This design comes from an exercise in tuning for small area, a short achievable clock period and few clock cycles per item on the open sky130 flow, not from production work.
In this exercise RTL edits were held to simulation tests only and were not proved equivalent to the original.
Power and IR drop assume default switching activity.

## flow/design.v (module list and top-level ports; edited modules follow where they fit)
// module gamma_lut: 1956 lines
// module ir_decoder: 155 lines
// module cmd_queue: 38 lines
// module out_stage: 86 lines
// module rgb_ir_block: 111 lines
module rgb_ir_block (
    input  wire        clk,
    input  wire        rst,           
    input  wire        op_valid,
    output wire        op_ready,
    input  wire [31:0] op_word,
    output reg         res_valid,     
    output reg  [7:0]  res_data,
    output wire        ir_valid,      
    output wire        ir_repeat,
    output wire [15:0] ir_addr,
    output wire [7:0]  ir_cmd,
    output wire [9:0]  duty_r,        
    output wire [9:0]  duty_g,
    output wire [9:0]  duty_b,
    output wire [2:0]  ch_en,
    output wire        gen_run,
    output wire        frame_ready,
    output reg         refused
);
  // ...
==> flow/flow/run.sh <==
#!/bin/bash
# The standard layout, except that the port buffers that buffer_ports
# inserts are plain buf_2 cells rather than the delay cells it picks by
# default. make's full output goes to standard.log; ORFS keeps each tool's
# log under orfs/logs/.
set -euo pipefail
export BUFFER_PORTS_ARGS="-buffer_cell sky130_fd_sc_hd__buf_2"
bash standard.sh > standard.log 2>&1
==> flow/standard.sh <==
#!/bin/bash
# synth_recipe.tcl (not shown) runs the flow's synth.tcl, then flattens the netlist and writes it again
# the make line also repeats each setting of config.mk as NAME=value (left out here)
make -C /OpenROAD-flow-scripts/flow DESIGN_CONFIG=/design/flow/config.mk WORK_HOME=/design/flow/orfs CLKGATE_MAP_FILE= SYNTH_SCRIPT=/design/flow/synth_recipe.tcl "${@:-finish}"
==> flow/config.mk <==
export PLATFORM = sky130hd
export DESIGN_NAME = rgb_ir_block
export DESIGN_NICKNAME = rgb_ir_block
export VERILOG_FILES = /design/flow/design.v
export SDC_FILE = /design/flow/constraint.sdc
export NUM_CORES = 4
export LEC_CHECK = 0
export ABC_AREA = 1
export CAP_MARGIN = 20
export CORE_MARGIN = 2
export CORE_UTILIZATION = 40
export CTS_CLUSTER_DIAMETER = 80
export CTS_CLUSTER_SIZE = 40
export SETUP_SLACK_MARGIN = 4.0
export SLEW_MARGIN = 20
export SYNTH_MEMORY_MAX_BITS = 65536
export TNS_END_PERCENT = 100
==> flow/constraint.sdc <==
create_clock -name core_clock -period 6.5 [get_ports {clk}]
set_input_delay 1.3000 -clock core_clock [delete_from_list [all_inputs] [get_ports {clk}]]
set_output_delay 1.3000 -clock core_clock [all_outputs]
set_load 0.01 [all_outputs]
==> reports/results.tsv, run 1 <==
stage	metric	value	unit
yosys	cell taking the most area after synthesis	edfxtp_1	
yosys	Gate Count Post-Synth	2383	
cells_and_area	Core Util, Final	50.24	%
critical_path	delay-heaviest family, CP	simple AND/OR/NAND/NOR gates	
clock_network	clock buffer depth	3	
yosys	commonest cells in the netlist	nand2_1, nor2_1, inv_1, nand3_1, o21ai_0	
sta	setup TNS	0	ns
cells_and_area	Top Registers	u_queue.slot (120), u_ir.baseline (16), u_ir.e_d (16)	
yosys	Cell Area, Synth	17080	um2
grt	vias in the first global route	16922	
floorplan	Initial Util	40.63	%
place	Place WS	2.600	ns
sta	Slew Limit Fails	0	
routing	remaining antenna violation count after routing	0	
sta	Slew headroom	24.14	%
routing	metal3 WL	6738	um
grt	gr ovfl total	0	
floorplan	die area	44370	um2
cells_and_area	inverters	262	
yosys	sequential area share after synthesis	41.61	%
yosys	post-synthesis compound-gate area fraction	16.52	%
yosys	Post-synth ARST share	0	%
cells_and_area	Buffers excl. clock	210	
cells_and_area	highest-count cells in the layout ignoring fill and taps	nand2_1, nor2_1, inv_1, nand3_1, o21ai_0	
worst_hold_path	Hold Startpoint	u_ir.cmd_sr[2]$_DFFE_PP_	
critical_path	Reg2Reg Depth	16	
run_status	status	finished clean	
yosys	simple-gate share of the synthesized area	27.30	%
critical_path	worst setup path start	op_word[27]	
sta	Slew @ Worst Pin	1.134	ns
power	Leak	0.008606	uW
grt	global-route wire length before repair	103400	um
yosys	most numerous cell in the Yosys netlist	nand2_1	
power	Clock Power	1300	uW
sta	RSZ-0062 raised after global routing	yes	
critical_path	r2r setup slk	3.97	ns
place	routability cong.	0.9990	
critical_path	Worst R2R Start	u_out.p0[2]$_SDFFE_PP0P_	
critical_path	Critical path buffers and inverters	3	
clock_network	Clock transition at path regs	0.09	ns
yosys	top-area cell type share of the netlist area	24.26	%
cells_and_area	Top reg by flops	u_queue.slot	
routing	First DRT Iteration DRCs	2147	
sta	Final Hold Fails	0	
Testbench counts, summed over its fixed seeds: cycles 167,566, ops 160,000.
==> run 2: changes to the inputs <==
==> flow/flow/run.sh (replaced) <==
#!/bin/bash
# The standard layout, except that the port buffers that buffer_ports
# inserts are plain buf_1 cells rather than the delay cells it picks by
# default. make's full output goes to standard.log; ORFS keeps each tool's
# log under orfs/logs/.
set -euo pipefail
export BUFFER_PORTS_ARGS="-buffer_cell sky130_fd_sc_hd__buf_1"
bash standard.sh > standard.log 2>&1
--- a/flow/config.mk
+++ b/flow/config.mk
@@ -9,8 +9,6 @@
 export CAP_MARGIN = 20
 export CORE_MARGIN = 2
 export CORE_UTILIZATION = 40
-export CTS_CLUSTER_DIAMETER = 80
-export CTS_CLUSTER_SIZE = 40
 export SETUP_SLACK_MARGIN = 4.0
 export SLEW_MARGIN = 20
 export SYNTH_MEMORY_MAX_BITS = 65536
==> run 2 against run 1 <==
  * Synthesized cell count did not move
  * Sequential share of layout area is 0.77 points lower
  * Die area did not move
  * Worst setup slack worse by 0.082 ns
  * Register-to-register slack worse by 0.18 ns
  * Non-clock buffer count up 26
  * Core utilization up 1.1 points
  * Count of clock-buffer cells in the layout is 26 higher
  * Maximum frequency down 3.0%
  * Wire length is 0.67% higher
  * Critical path type unchanged
  * Critical endpoint is now u_out.comm_g[4]$_SDFFE_PP0P_
==> reports/results.tsv, run 2 <==
stage	metric	value	unit	change
run_status	status	finished clean		unchanged
sta	fmax	368.5	MHz	was 380.0 MHz
power	Power Density	237.2	nW/um2	was 216.2 nW/um2
floorplan	io pins	107		unchanged
critical_path	Critical Path Sink Type	register		unchanged
cells_and_area	layout net count	2651		was 2603
yosys	syn avg cell area	7.168	um2	unchanged
cells_and_area	fraction of final layout cells sized beyond drive strength 1	19.00	%	was 20.93%
sta	crit share post-route	41.75	%	was 40.49%
cells_and_area	most common cell after layout, fill and taps aside	nand2_1		unchanged
routing	First DRT Iteration DRCs	1984		was 2147
worst_hold_path	worst min-delay path category	reg -> reg		unchanged
floorplan	standard-cell rows	75		unchanged
grt	largest net degree at the start of global routing	61		unchanged
clock_network	Num Clock Sinks	286		unchanged
routing	Max Used Layer	met4		unchanged
grt	gr ovfl total	0		unchanged
cells_and_area	Antenna Diode Count	0		was 1
critical_path	critical path data arrival time	3.19	ns	was 3.09 ns
power	Max VDD drop	0.0002021	V	was 0.0001658 V
sta	RSZ-0062 raised after global routing	yes		unchanged
critical_path	CP Max Fanout	6		was 9
routing	remaining antenna violation count after routing	0		unchanged
floorplan	Initial Util	40.63	%	unchanged
critical_path	crit path cell chain	buf_8 -> nor2_4 -> nand2_1 -> nor2_2 -> nand3_4 -> nor2_4 -> nand2_2 -> nor2_1 -> nand3_1 -> nand2_4 -> buf_12 -> nand2_8 -> nand2_4 -> nand2_2 -> a21oi_2		was buf_2 -> nor2_4 -> nand2_2 -> nor2_4 -> nand3_4 -> nor2_4 -> nand2_2 -> nor2_1 -> nand3_1 -> nand2_4 -> nand2_8 -> buf_16 -> clkinv_16 -> nand2_1 -> a21oi_1
critical_path	Required @ worst endpoint	6.98	ns	was 6.96 ns
clock_network	Post-CTS Hold Fix Bufs	0		unchanged
clock_network	CTS tree	built		unchanged
clock_network	Clock transition at path regs	0.06	ns	was 0.09 ns
cells_and_area	Finished Layout Cells	3129		was 3068
routing	Post-Route WL	71310	um	was 70830 um
floorplan	core footprint	42040	um2	unchanged
yosys	cell taking the most area after synthesis	edfxtp_1		unchanged
clock_network	root buf cell	clkbuf_16		unchanged
job	max_cap viols	0		unchanged
grt	initial antenna violation count	0		was 3
critical_path	Setup CP Type	in -> reg		unchanged
yosys	commonest cells in the netlist	nand2_1, nor2_1, inv_1, nand3_1, o21ai_0		unchanged
clock_network	number of CTS-inserted buffers	34		was 19
floorplan	die area	44370	um2	unchanged
grt	vias in the first global route	17215		was 16922
cells_and_area	highest-count cells in the layout ignoring fill and taps	nand2_1, nor2_1, inv_1, nand3_1, o21ai_0		unchanged
yosys	Synth area leaders	edfxtp_1, dfxtp_1, nand2_1, nor2_1, nand3_1		unchanged
cells_and_area	Top Registers	u_queue.slot (120), u_ir.baseline (16), u_ir.e_d (16)		unchanged
sta	Final Hold Fails	0		unchanged
place	DP Cell Count	2943		was 2937
sta	Slew headroom	25.46	%	was 24.14%
routing	Via density	5.819		was 5.901
sta	final worst path period need	2.714	ns	was 2.632 ns
sta	Slew @ Worst Pin	1.114	ns	was 1.134 ns
routing	# DRC	0		unchanged
routing	routed wl met2	31830	um	was 30840 um
yosys	top-area cell type share of the netlist area	24.26	%	unchanged
place	Place WS	2.217	ns	was 2.600 ns
critical_path	Slowest-stage cell, CP	nand2_4		was buf_16
grt	global-route wire length before repair	104400	um	was 103400 um
sta	Clock Skew	0.02016	ns	was 0.01626 ns
sta	# setup viols final	0		unchanged
cells_and_area	Layout fillers	4028		was 4134
yosys	Cell Area, Synth	17080	um2	unchanged
yosys	most numerous cell in the Yosys netlist	nand2_1		unchanged
clock_network	clock buffer depth	3		unchanged
yosys	Gate Count Post-Synth	2383		unchanged
yosys	Post-synth EDFFs	138		unchanged
routing	vias	18208		was 18105
yosys	synth unique cells	52		unchanged
routing	metal3 WL	6976	um	was 6738 um
yosys	sequential area share after synthesis	41.61	%	unchanged
cells_and_area	max FFs per register	120		unchanged
sta	hold_ws	0.4523	ns	was 0.4567 ns
power	Leak	0.008591	uW	was 0.008606 uW
cells_and_area	Top reg by flops	u_queue.slot		unchanged
clock_network	CTS HTree Levels	2		was 1
sta	worst setup margin	3.786	ns	was 3.868 ns
routing	wl on met1	28410	um	was 29010 um
yosys	post-synthesis register bit count	286		unchanged
cells_and_area	P&R area growth vs syn	26.39	%	was 23.65%
sta	Slew Limit Fails	0		unchanged
grt	All-Layer GR Usage	31.17	%	was 30.46%
place	Post-DP HPWL	46490	um	was 46990 um
cells_and_area	Reg area	7127	um2	was 7136 um2
yosys	YS warnings	4		unchanged
critical_path	CP peak stage delay	0.21	ns	was 0.23 ns
place	routability cong.	1.078		was 0.9990
place	Port-buffer cells	90		unchanged
floorplan	die width	210.7	um	unchanged
critical_path	CP startpoint kind	input port		unchanged
yosys	Post-synth ARST share	0	%	unchanged
routing	first drt pass iteration count	6		was 8
sta	setup TNS	0	ns	unchanged
yosys	Main synth FF type	dfxtp_1		unchanged
floorplan	Die Height	210.7	um	unchanged
routing	detailed-route wire length per cell	22.79	um	was 23.09 um
power	Power, Total	5120	uW	was 4566 uW
clock_network	Clk Latency, worst-skew pair	0.54	ns	was 0.53 ns
cells_and_area	area of the multi-input gates	9746	um2	was 9620 um2
run 2: cell counts after synthesis:
No cell type changed its count.
run 2: repair_timing:
item / in CTS / in global routing
gates cloned: 15 / 4
buffers inserted: 60 / 44
pin swaps: 39 / 65
endpoints found under the setup margin: 115 / 105
resized for setup: 244 / 170
run 2: report_power, final:
group	total [uW]	internal (uW)	leakage [uW]	switching, uW
clock	1860	1100	0.000544	757
combinational	1280	398	0.00559	886
sequential	1980	1920	0.00246	56.1
total	5120	3420	0.00859	1700
run 2: path summary, 6_finish.rpt:
path	from	end	slack, ns	cells past startpoint
max	op_word[18]	u_out.comm_g[4]$_SDFFE_PP0P_	3.79	15
max reg2reg	u_out.p0[6]$_SDFFE_PP0P_	u_out.p2[1]$_SDFFE_PP0P_	3.79	11
min	u_ir.cmd_sr[1]$_DFFE_PP_	u_ir.cmd_sr[0]$_DFFE_PP_	0.45	0
min reg2reg	u_ir.cmd_sr[1]$_DFFE_PP_	u_ir.cmd_sr[0]$_DFFE_PP_	0.45	0
run 2: cells by family after synthesis:
family	after synthesis	share of synthesized area [%]
AOI/OAI and AO/OA	506	16.52
other	2	0.04397
and+or+nand+nor	1129	27.30
xor gates and xnor gates	30	1.538
adders and majority gates	52	3.853
DFF	286	41.61
muxes	1	0.05860
buffers and inverters	377	9.083
run 2: critical path: cells and delay by family:
kind	cells	cell delay, ns
and+or+nand+nor	12	1.44
buffers and inverters	2	0.29
AOI/OAI and AO/OA	1	0.12
run 2: layout make-up:
type	instances	area share (%)
Timing Repair Buffer	236	8.398
Multi-Input combinational cell	1745	45.14
Timing Repair inverter	2	0.1275
Sequential cell	286	33.01
Clock inverter	16	0.5506
Inverter	259	5.112
Clock buffer	46	4.538
Tap cell	539	3.124
run 2: metrics by stage:
stage | util, % | instance area (um2)
floorplan | - | 17340
global placement | 42.86 | 18020
detailed placement | 42.86 | 18020
CTS | 49.26 | 20710
global route | 51.35 | 21590
finish | 51.35 | 21590
run 2: metal layers:
layer,up-vias,global-route usage (%)
met5,-,0
met4,0,15.32
met3,270,7.196
met2,1034,49.48
met1,8549,40.03
li1,8355,-

==> port drivers added, routing unchanged <==
Ports are ideal in the flow. The routed layouts listed here were re-timed in OpenROAD.
Step 1 sets driving cells, clkbuf_16 on the clock port and buf_2 on the other inputs (assumed; they add their load-dependent delay and slew).
Step 2 moves the port delays by t, midway between the first and last clock arrival at a register: inputs arrive t later, outputs are due t later. That takes back most of the time a late clock gives input paths.
Slacks: ideal / step 1 / step 2; pairs: ideal / step 1.
run	shift t [ns]	slack for setup (ns)	hold slack, ns	cell pins on the clock port's net
run 1	0.575	3.868 / 3.880 / 3.305	0.457 / 0.457 / 0.457	1
run 2	0.578	3.786 / 3.789 / 3.215	0.452 / 0.452 / 0.452	1
After both steps setup and hold are still met in every run listed. For run 2, which loses most, drivers alone change the setup slack by +0.003 ns; drivers and shift together by -0.571 ns.
